This is an optimization exercise on Yosys and OpenROAD, whose aim is small area, a short achievable clock period and few clock cycles per item, not a production implementation. Function not checked in this run: the RTL went through the layout flow alone. Power and IR drop assume default switching activity.

<file path="design.v">
module upb_freq_codec (
    input             clk,
    input             rst,           
    input             in_valid,
    output            in_ready,
    input      [3:0]  in_op,         
    input             in_layout,     
    input      [31:0] in_freq,
    input      [31:0] in_fcint,
    input      [31:0] in_fcfrac,
    input      [15:0] in_dreg0,
    input      [15:0] in_dreg1,
    output            out_valid,
    output     [3:0]  out_fcause,    
    output     [31:0] out_freq,
    output     [7:0]  out_fcint,
    output     [23:0] out_fcfrac,
    output     [15:0] out_dreg0,
    output     [15:0] out_dreg1
);
    localparam [31:0] F_MIN = 32'd775_000_000;
    localparam [31:0] F_MAX = 32'd1_100_000_000;
    reg          busy;       
    reg          mode;       
    reg  [2:0]   cnt;
    reg  [17:0]  rem;        
    reg  [31:0]  S;          
    reg          ov;
    reg  [2:0]   fc;
    reg          f31;        
    assign in_ready = ~busy;
    assign out_valid = ov;
    assign out_fcause = {1'b0, fc};
    wire hz = (in_op == 4'hB);
    wire rh = (in_op == 4'hC);
    wire st = (in_op == 4'hD);
    wire rs = (in_op == 4'hE);
    wire a_bad = (|in_fcint[31:6]) || (|in_fcfrac[31:19]);
    wire b_bad = (|in_fcint[31:8]) || (|in_fcfrac[31:24]);
    wire r_flt = (rh & a_bad) | (st & (in_layout ? a_bad : b_bad));
    wire ill   = ~(hz | rh | st | rs);
    wire go    = hz | rh;
    reg  [31:0] S_ld;
    always @(*) begin
        case ({in_op[1:0], in_layout})
            3'b110, 3'b111: S_ld = {in_freq[12], in_freq[11], in_freq[10], in_freq[9], in_freq[8], in_freq[7], in_freq[6], in_freq[5], in_freq[4], in_freq[3], in_freq[2], in_freq[1], in_freq[0], 1'b0, 1'b0, 1'b0, 1'b0, 1'b0, 1'b0, 1'b0, 1'b0, 1'b0, 1'b0, 1'b0, 1'b0, 1'b0, 1'b0, 1'b0, 1'b0, 1'b0, 1'b0, 1'b0};
            3'b000, 3'b001: S_ld = {in_fcfrac[4], in_fcfrac[3], in_fcfrac[2], in_fcfrac[1], in_fcfrac[0], in_fcfrac[9], in_fcfrac[8], in_fcfrac[7], in_fcfrac[6], in_fcfrac[5], in_fcfrac[14], in_fcfrac[13], in_fcfrac[12], in_fcfrac[11], in_fcfrac[10], in_fcint[0], in_fcfrac[18], in_fcfrac[17], in_fcfrac[16], in_fcfrac[15], in_fcint[5], in_fcint[4], in_fcint[3], in_fcint[2], in_fcint[1], 1'b0, 1'b0, 1'b0, 1'b0, 1'b0, 1'b0, 1'b0};
            3'b010:         S_ld = {in_fcfrac[4], in_fcfrac[3], in_fcfrac[2], in_fcfrac[1], in_fcfrac[0], in_fcfrac[9], in_fcfrac[8], in_fcfrac[7], in_fcfrac[6], in_fcfrac[5], in_fcfrac[14], in_fcfrac[13], in_fcfrac[12], in_fcfrac[11], in_fcfrac[10], in_fcint[0], in_fcfrac[18], in_fcfrac[17], in_fcfrac[16], in_fcfrac[15], in_fcint[5], in_fcint[4], in_fcint[3], in_fcint[2], in_fcint[1], in_fcint[7], in_fcint[6], in_fcfrac[23], in_fcfrac[22], in_fcfrac[21], in_fcfrac[20], in_fcfrac[19]};
            3'b011:         S_ld = {in_fcfrac[13], in_fcfrac[12], in_fcfrac[11], in_fcfrac[10], in_fcfrac[9], in_fcfrac[18], in_fcfrac[17], in_fcfrac[16], in_fcfrac[15], in_fcfrac[14], in_fcint[4], in_fcint[3], in_fcint[2], in_fcint[1], in_fcint[0], in_fcfrac[8], in_fcfrac[2], in_fcfrac[1], in_fcfrac[0], in_fcint[5], 1'b0, 1'b0, 1'b0, 1'b0, 1'b1, 1'b0, 1'b0, in_fcfrac[7], in_fcfrac[6], in_fcfrac[5], in_fcfrac[4], in_fcfrac[3]};
            3'b100:         S_ld = {in_dreg0[15], in_dreg0[14], in_dreg0[7], in_dreg0[6], in_dreg0[5], in_dreg0[4], in_dreg0[3], in_dreg0[13], in_dreg0[12], in_dreg0[11], in_dreg0[10], in_dreg0[9], in_dreg0[8], in_dreg0[2], in_dreg0[1], in_dreg0[0], in_dreg1[15], in_dreg1[14], in_dreg1[13], in_dreg1[12], in_dreg1[11], in_dreg1[10], in_dreg1[9], in_dreg1[8], in_dreg1[7], in_dreg1[6], in_dreg1[5], in_dreg1[4], in_dreg1[3], in_dreg1[2], in_dreg1[1], in_dreg1[0]};
            default:        S_ld = {1'b0, 1'b0, 1'b0, 1'b0, 1'b0, 1'b0, 1'b0, in_dreg1[15], in_dreg1[14], in_dreg1[13], in_dreg1[12], in_dreg1[11], in_dreg1[10], in_dreg1[9], in_dreg1[8], in_dreg1[7], in_dreg1[6], in_dreg1[5], in_dreg1[4], in_dreg1[3], in_dreg1[2], in_dreg1[1], in_dreg1[0], in_dreg0[8], in_dreg0[7], in_dreg0[6], in_dreg0[5], in_dreg0[4], in_dreg0[3], in_dreg0[2], in_dreg0[1], in_dreg0[0]};
        endcase
    end
    wire [17:0] rem_ld = in_op[0] ? in_freq[30:13] : 18'd1024;
    wire [22:0] T  = {rem, S[31:27]};
    wire [5:0]  tt = T[22:17];
    wire [16:0] tu = T[16:0];
    wire [63:0] jlo_dec = {{63{1'b0}}, 1'b1} << tt;
    wire [4:0] jlo;
    assign jlo[0] = |(jlo_dec & 64'h1b64d936c9b26c);
    assign jlo[1] = |(jlo_dec & 64'h1c78e1c70e3c70);
    assign jlo[2] = |(jlo_dec & 64'h1f80fe07f03f80);
    assign jlo[3] = |(jlo_dec & 64'h1fff0007ffc000);
    assign jlo[4] = |(jlo_dec & 64'h1ffffff8000000);
    wire [63:0] jhi_dec = {{63{1'b0}}, 1'b1} << tt;
    wire [4:0] jhi;
    assign jhi[0] = |(jhi_dec & 64'hfffc9b26c9364d93);
    assign jhi[1] = |(jhi_dec & 64'h1f1c38f1c78e1c);
    assign jhi[2] = |(jhi_dec & 64'h1fe03f01f80fe0);
    assign jhi[3] = |(jhi_dec & 64'h1fffc001fff000);
    assign jhi[4] = |(jhi_dec & 64'h1ffffffe000000);
    wire [63:0] ra_dec = {{63{1'b0}}, 1'b1} << tt;
    wire [17:0] ra;
    assign ra[0] = |(ra_dec & 64'h1b64d936c9b26c);
    assign ra[1] = |(ra_dec & 64'h71c38f1c78e1c);
    assign ra[2] = |(ra_dec & 64'hfc07f03f81fc);
    assign ra[3] = |(ra_dec & 64'h1b6726c6c9cd90);
    assign ra[4] = |(ra_dec & 64'h71ce1ce38438c);
    assign ra[5] = |(ra_dec & 64'h1f03e03e07c07c);
    assign ra[6] = |(ra_dec & 64'h464c6c8c98d90);
    assign ra[7] = |(ra_dec & 64'h31c21c638438c);
    assign ra[8] = |(ra_dec & 64'h1f03e03e07c07c);
    assign ra[9] = |(ra_dec & 64'h464c6c8c98d90);
    assign ra[10] = |(ra_dec & 64'h31c21c638438c);
    assign ra[11] = |(ra_dec & 64'h4673908ce7210);
    assign ra[12] = |(ra_dec & 64'h31ce739c6318c);
    assign ra[13] = |(ra_dec & 64'hfc1f07c1f07c);
    assign ra[14] = |(ra_dec & 64'h498d9c909bd90);
    assign ra[15] = |(ra_dec & 64'h38438c738738c);
    assign ra[16] = |(ra_dec & 64'h4e72109ce4210);
    assign ra[17] = |(ra_dec & 64'h125294a4a5294a);
    wire [63:0] rb_dec = {{63{1'b0}}, 1'b1} << tt;
    wire [18:0] rb;
    assign rb[0] = |(rb_dec & 64'hffe49b26c9364d93);
    assign rb[1] = |(rb_dec & 64'hffe3871e38f1c38f);
    assign rb[2] = |(rb_dec & 64'hffe07f01f80fc07f);
    assign rb[3] = |(rb_dec & 64'h49bd93136726c);
    assign rb[4] = |(rb_dec & 64'hffe38738f70e31e3);
    assign rb[5] = |(rb_dec & 64'hffff80f80f01f01f);
    assign rb[6] = |(rb_dec & 64'h1b1b213636426c);
    assign rb[7] = |(rb_dec & 64'hfff88718f10e31e3);
    assign rb[8] = |(rb_dec & 64'hffe780f80f01f01f);
    assign rb[9] = |(rb_dec & 64'h1b1b213636426c);
    assign rb[10] = |(rb_dec & 64'hfff88718f10e31e3);
    assign rb[11] = |(rb_dec & 64'h31bdec637bd8c);
    assign rb[12] = |(rb_dec & 64'hfff88739cef18c63);
    assign rb[13] = |(rb_dec & 64'hfff87f07c1f07c1f);
    assign rb[14] = |(rb_dec & 64'h36426f6c64e6c);
    assign rb[15] = |(rb_dec & 64'hfff8e31e31ce3de3);
    assign rb[16] = |(rb_dec & 64'h37bd8c6f7b18c);
    assign rb[17] = |(rb_dec & 64'h16d6b5adad6b5a);
    assign rb[18] = |(rb_dec & 64'hffffffffffffffff);
    wire [18:0] da = {1'b0, ra} + {2'b0, tu};
    wire [18:0] db = rb + {2'b0, tu};
    wire        bge = ~db[18];
    wire [4:0]  dq  = bge ? jhi : jlo;
    wire [17:0] dr  = bge ? db[17:0] : da[17:0];
    wire [31:0] md_dec = {{31{1'b0}}, 1'b1} << S[31:27];
    wire [22:0] md;
    assign md[0] = |(md_dec & 32'haaaaaaaa);
    assign md[1] = |(md_dec & 32'hcccccccc);
    assign md[2] = |(md_dec & 32'hf0f0f0f0);
    assign md[3] = |(md_dec & 32'h55aa55aa);
    assign md[4] = |(md_dec & 32'h993366cc);
    assign md[5] = |(md_dec & 32'h1e3c78f0);
    assign md[6] = |(md_dec & 32'hb56ad5aa);
    assign md[7] = |(md_dec & 32'hd9b366cc);
    assign md[8] = |(md_dec & 32'h1e3c78f0);
    assign md[9] = |(md_dec & 32'hb56ad5aa);
    assign md[10] = |(md_dec & 32'hd9b366cc);
    assign md[11] = |(md_dec & 32'hb496d25a);
    assign md[12] = |(md_dec & 32'hd9249b6c);
    assign md[13] = |(md_dec & 32'he1c71c70);
    assign md[14] = |(md_dec & 32'hab52b52a);
    assign md[15] = |(md_dec & 32'hcd9b264c);
    assign md[16] = |(md_dec & 32'ha4b692da);
    assign md[17] = |(md_dec & 32'h638e71c6);
    assign md[18] = |(md_dec & 32'hb52b5a94);
    assign md[19] = |(md_dec & 32'h39cc6318);
    assign md[20] = |(md_dec & 32'h3e0f83e0);
    assign md[21] = |(md_dec & 32'hc00ffc00);
    assign md[22] = |(md_dec & 32'hfff00000);
    wire [22:0] ms = {5'd0, rem} + md;
    wire last  = mode ? (cnt == 3'd4) : (cnt == 3'd4);
    wire first = (cnt == 3'd0);
    wire [31:0] fop = {f31, rem, S[31:19]};            
    wire fbad  = (fop < F_MIN) || (fop > F_MAX);
    wire abort = first & (fc[0] | (mode & fbad));
    always @(posedge clk) begin
        if (rst) begin
            busy <= 1'b0;
            ov   <= 1'b0;
        end else if (busy) begin
            ov <= last | abort;
            if (last | abort) busy <= 1'b0;
        end else begin
            ov   <= in_valid & ~go;
            busy <= in_valid & go;
        end
    end
    always @(posedge clk) begin
        if (busy) begin
            cnt <= cnt + 3'd1;
            rem <= mode ? dr : ms[22:5];
            S   <= {S[26:0], mode ? dq : ms[4:0]};
            if (first & mode & fbad) fc <= 3'b110;
        end else begin
            mode <= in_op[0];
            cnt  <= 3'd0;
            fc   <= {r_flt, ill | r_flt, r_flt};
            f31  <= in_freq[31];
            rem  <= rem_ld;
            S    <= S_ld;
        end
    end
    assign {out_fcint, out_fcfrac} = {S[31], S[30], S[24], S[23], S[22], S[21], S[20], S[19], S[29], S[28], S[27], S[26], S[25], S[18], S[17], S[16], S[15], S[14], S[13], S[12], S[11], S[10], S[9], S[8], S[7], S[6], S[5], S[4], S[3], S[2], S[1], S[0]};
    assign {out_dreg0, out_dreg1}  = {S[6], S[5], S[11], S[10], S[9], S[8], S[7], S[16], S[4], S[3], S[2], S[1], S[0], S[15], S[14], S[13], S[12], S[21], S[20], S[19], S[18], S[17], S[26], S[25], S[24], S[23], S[22], S[31], S[30], S[29], S[28], S[27]};
    assign out_freq = {1'b0, rem, S[4], S[3], S[2], S[1], S[0], S[9], S[8], S[7], S[6], S[5], S[14], S[13], S[12]};    
endmodule
</file>
<file path="flow/run.sh">
#!/bin/bash
# Standard ORFS layout (standard.sh), with the port buffers made of the smallest buffer
# and timing repair aiming below the clock period. Each step's output goes to its own log.
set -euo pipefail
export BUFFER_PORTS_ARGS="-buffer_cell sky130_fd_sc_hd__buf_1"
if [[ -f flow/margin.txt ]]; then export SETUP_SLACK_MARGIN=$(cat flow/margin.txt); fi
bash standard.sh synth > synth.log 2>&1
bash standard.sh floorplan > floorplan.log 2>&1
bash standard.sh place > place.log 2>&1
bash standard.sh cts > cts.log 2>&1
bash standard.sh route > route.log 2>&1
bash standard.sh finish > finish.log 2>&1
</file>
<file path="flow/margin.txt">
7.3
</file>
<file path="standard.sh">
#!/bin/bash
# synth_recipe.tcl (not shown) runs the flow's synth.tcl, then flattens the netlist and writes it again
# the make line also repeats each setting of config.mk as NAME=value (left out here)
make -C /OpenROAD-flow-scripts/flow DESIGN_CONFIG=/design/flow/config.mk WORK_HOME=/design/flow/orfs CLKGATE_MAP_FILE= SYNTH_SCRIPT=/design/flow/synth_recipe.tcl "${@:-finish}"
</file>
<file path="config.mk">
export PLATFORM = sky130hd
export DESIGN_NAME = upb_freq_codec
export DESIGN_NICKNAME = upb_freq_codec
export VERILOG_FILES = /design/flow/design.v
export SDC_FILE = /design/flow/constraint.sdc
export NUM_CORES = 4
export LEC_CHECK = 0
export CAP_MARGIN = 20
export CORE_MARGIN = 2
export CORE_UTILIZATION = 50
export SLEW_MARGIN = 20
</file>
<file path="constraint.sdc">
create_clock -name core_clock -period 11.0 [get_ports {clk}]
set_input_delay 2.2000 -clock core_clock [delete_from_list [all_inputs] [get_ports {clk}]]
set_output_delay 2.2000 -clock core_clock [all_outputs]
set_load 0.01 [all_outputs]
</file>
==> summary.txt <==
Global routing
  • Gr usage total: between 40% and 50%
  • First-pass GRT wire length: between 60000 and 70000 um
  • Vias in the first global route: 11577
  • Largest net degree at the start of global routing: 74
  • Global route overflow: 0
  • Initial antenna violation count: 4

Die
  • Area of the core: 19300 um2
  • Ports: around 240
  • Die area: ~21000 um2
  • Starting Density: 50.6%
  • Row Count: 51
  • Chip height: 144 um
  • Die X: 144 um

STA
  • Final hold violations: 0
  • Slew headroom: 21.0%
  • Hold Slack: 440 ps
  • Setup_tns: 0 ps
  • RSZ-0062 raised after global routing: yes
  • Fin crit period: roughly 4100 ps
  • Slew @ Worst Pin: 1170 ps
  • Final setup viols: 0
  • Final period utilization: around 38%
  • Clk_skew: approximately 7.4 ps
  • Fmax: 242 MHz
  • Slew Viols, Final: 0

Power
  • Static Leak: between 4 and 5 nW
  • Total power draw: 1.85 mW
  • Internal power: 0.926 mW
  • Worst VDD drop: roughly 0.000073 V
  • Logic pwr share: 69.1%
  • Net Sw Frac: 50.0%
  • P_sw: 0.927 mW
  • Clock share of power: 15.0%
  • Reg power frac: 16.0%
  • PD cells: 151 nW/um2

Clock network
  • # hold bufs at CTS: 0
  • CTS root buffer: clkbuf_16
  • Num Clock Sinks: 60
  • CTS tree: built
  • CTS H-tree lvls: 3
  • Worst-Skew Late Latency: 340 ps
  • Clk buf depth: 2
  • CTS buffer count: 9
  • Clk slew on worst S/H paths: 50 ps

Synthesis
  • Mapped Avg Cell Area: between 6 and 7 um2
  • Flops & latches, synth: 60
  • Synth Flop Type: dfxtp_1
  • Number of enable flip-flop cells after synthesis: 5
  • Async SR Flop Fraction: 0%
  • Cell area after synthesis: 9750 um2
  • Area share of the largest cell type after synthesis: 11.3%
  • Area leader, netlist: dfxtp_1
  • Sequential fraction of the synthesis area: 12.8%
  • Synth Instances: approximately 1500
  • Count of different cell masters after synthesis: 89
  • Yosys warning total: 1
  • Top cells by area, synth: dfxtp_1 (11%), a21oi_1 (8.3%), o21ai_0 (7.4%)

Drt
  • Iter 0 DRT Violations: 1904
  • Via-to-Cell Ratio: 6.84
  • Average wire per standard cell: 25.3 um
  • # DRC: 0
  • Total number of vias: 13101
  • ANT nets after route: 0
  • Drt pass-1 iters: 11
  • Final WL: 48500 um

Setup path
  • R2r startpoint: rem[17]
  • Slowest stage delay, CP: 510 ps
  • CP Class: flip-flop to flip-flop
  • Critical Path Slowest Stage Cell: clkinvlp_2
  • Worst R2R Path Depth: 15
  • Crit path max fanout: 15
  • Critical Path End Type: flip-flop
  • Number of buffers and inverters on the critical path: 2
  • CP Cell Sequence: buf_4 -> clkinvlp_2 -> nand2_1 -> o22ai_1 -> a22oi_1 -> o21ai_0 -> ha_1 -> nand3_1 -> nor2_1 -> nor2_1 -> o21ai_0 -> nor3_2 -> o31a_1 -> o311a_4 -> nor3_2
  • Arrival time at the worst endpoint: between 4000 and 5000 ps
  • CP delay by family, top: compound AO/OA/AOI/OAI gates
  • WP data required: roughly 11000 ps
  • FF-to-FF End: rem[17]
  • Reg2Reg Setup Slack: 6870 ps
  • Critical path startpoint category: flip-flop

Placed design
  • IO buf count: around 240
  • Post-DP HPWL: between 30000 and 40000 um
  • Gpl congestion: 1.05

Min path
  • Worst hold path type: flip-flop to flip-flop
  • WHS Path Cells: 1
  • Origin of the worst min-delay path: cnt[0]
  • Hold EP: cnt[0]

Finish
  • Fin nets: between 1500 and 2000
  • Layout area overhead: 26.1%
  • Layout cell share with drive strength beyond 1: 15.6%
  • Fillcell total: between 1500 and 2000

Run
  • Max cap viols: 0

Outcome
  • Status: no timing/DRC/antenna violations
## what timing repair did
| action | 4_1_cts | 5_1_grt |
|---|---|---|
| buffers inserted | 44 | 28 |
| gates resized for setup | 106 | 79 |
| gates cloned | 9 | 3 |
| endpoints found under the setup margin | 37 | 43 |
| pin swaps | 15 | 24 |
## worst max path at each step
stage	startpoint	endpoint	slack, ps	cells past startpoint
after floorplan	rem[14]	rem[0]	7210	20
after global routing	rem[17]	rem[14]	6830	16
after detailed placement	rem[16]	rem[15]	5520	19
after global placement	rem[16]	rem[15]	5590	19
final	rem[17]	rem[17]	6870	15
after CTS	rem[13]	rem[14]	7070	18
## cells by family (layout without fill, tap and decap cells)
logic type                 after synthesis  in the layout  share of synthesized area, %
AOI/OAI and AO/OA                      609            609                          40.3
adders and majority gates               58             58                          7.64
xor gates and xnor gates                49             49                          4.40
other                                    1              5                        0.0384
buffers and inverters                  208            392                          10.5
and+or+nand+nor                        444            444                          20.8
DFF                                     60             60                          12.8
muxes                                   33             33                          3.48
## cells in the mapped netlist, types with 7 or more instances
library cell,n
a211oi_1,35
a21o_1,24
a21oi_1,161
a221oi_1,25
a22o_1,7
a22oi_1,25
a31oi_1,25
buf_1,20
buf_2,28
buf_4,51
clkbuf_1,67
dfxtp_1,55
ha_1,54
inv_1,36
mux2i_1,26
nand2_1,137
nand2b_1,19
nand3_1,26
nand4_1,7
nor2_1,141
nor2b_1,20
nor3_1,38
nor4_1,18
o211ai_1,14
o21a_1,13
o21ai_0,144
o21bai_1,10
o221ai_1,10
o22ai_1,32
o31ai_1,7
xnor2_1,31
xor2_1,18
## cell type report
class	count	area, um2	share of cell area [%]
Antenna cell	3	7.51	0.0610
Clock buffer	11	254	2.06
Clock inverter	5	33.8	0.275
Inverter	39	170	1.38
Multi-Input combinational cell	1195	8100	65.8
Sequential cell	60	1280	10.4
Tap cell	265	332	2.69
Timing Repair Buffer	335	2120	17.2
Timing Repair inverter	2	10.0	0.0814
## cells in the final DEF (no fill, tap or decap), types with 8 or more instances in the layout
cell type | netlist | final
nand2_1 | 137 | 127
xnor2_1 | 31 | 31
ha_1 | 54 | 47
a211oi_1 | 35 | 25
nand2_2 | 1 | 8
nor2_2 | 1 | 8
mux2i_1 | 26 | 25
inv_1 | 36 | 28
nor2b_1 | 20 | 16
xor2_1 | 18 | 18
o22ai_1 | 32 | 32
buf_1 | 20 | 233
o21bai_1 | 10 | 9
nand3_1 | 26 | 25
nor4_1 | 18 | 18
clkbuf_16 | 0 | 13
o21ai_0 | 144 | 134
o211ai_1 | 14 | 14
a31oi_1 | 25 | 22
o21a_1 | 13 | 13
a21oi_2 | 1 | 8
buf_6 | 2 | 12
a211oi_2 | 1 | 11
o21ai_1 | 3 | 9
a21oi_1 | 161 | 153
o221ai_1 | 10 | 9
buf_4 | 51 | 61
a221oi_1 | 25 | 21
a21o_1 | 24 | 24
a22oi_1 | 25 | 24
nor2_1 | 141 | 128
nand2b_1 | 19 | 13
dfxtp_1 | 55 | 45
nor3_1 | 38 | 32
buf_12 | 0 | 10
## metrics by stage
stage / area (um2) / instances / utilization [%] / setup WS [ps]
2_1_floorplan: 9870 / 1463 / - / 7210
3_3_place_gp: 10300 / 1812 / 53.4 / 5590
3_5_place_dp: 10300 / 1812 / 53.4 / 5520
4_1_cts: 11600 / 1881 / 60.3 / 7070
5_1_grt: 12300 / 1912 / 63.8 / 6830
6_report: 12300 / 1915 / 63.8 / 6870
## registers in the layout, indices dropped and copies added, names as in the netlist
register  flops
ov            1
S            32
rem          18
cnt           3
busy          1
mode          1
fc            3
f31           1
## metal layers
layer / up-vias / routed length, um / GRT usage, %
met5: - / 23 / 0
met4: 4 / 3570 / 25.4
met3: 286 / 5910 / 12.8
met2: 1082 / 21400 / 69.9
met1: 5927 / 17600 / 55.2
li1: 5802 / - / -
## power by group through the flow
stage	registers, mW	clock network (mW)	logic, mW
after detailed placement	0.304	0	1.01
final	0.296	0.278	1.28
after global routing	0.296	0.287	1.36
after CTS	0.293	0.277	1.13
after floorplan	0.282	0	0.778
after global placement	0.304	0	1.01

-- afterwards: timing with drivers on the ports --
No port has a modelled driver above. Below, the same layout with a new extraction and two added sets of constraints. Step 1 sets driving cells, clkbuf_16 on the clock port and buf_2 on the other inputs (assumed; they add their load-dependent delay and slew). Step 2 times the ports against the registers' clock, not the clock port: input delays grow and output delays shrink by t, the midpoint of the rising clock arrivals with the driver on. Three values: ideal, step 1, step 2; two values: the first two.
t (ns): 0.386
setup WS [ns]: 6.874 / 6.874 / 6.874
latest minus earliest clock arrival (ns): 0.007 / 0.008
slew at the worst register clock pin (ns): 0.06 / 0.06
cell pins on the clock port's net: 1
After both steps this run still meets setup and hold. The setup slack of this run moves by 0.000 ns with the drivers and by 0.000 ns with both steps.
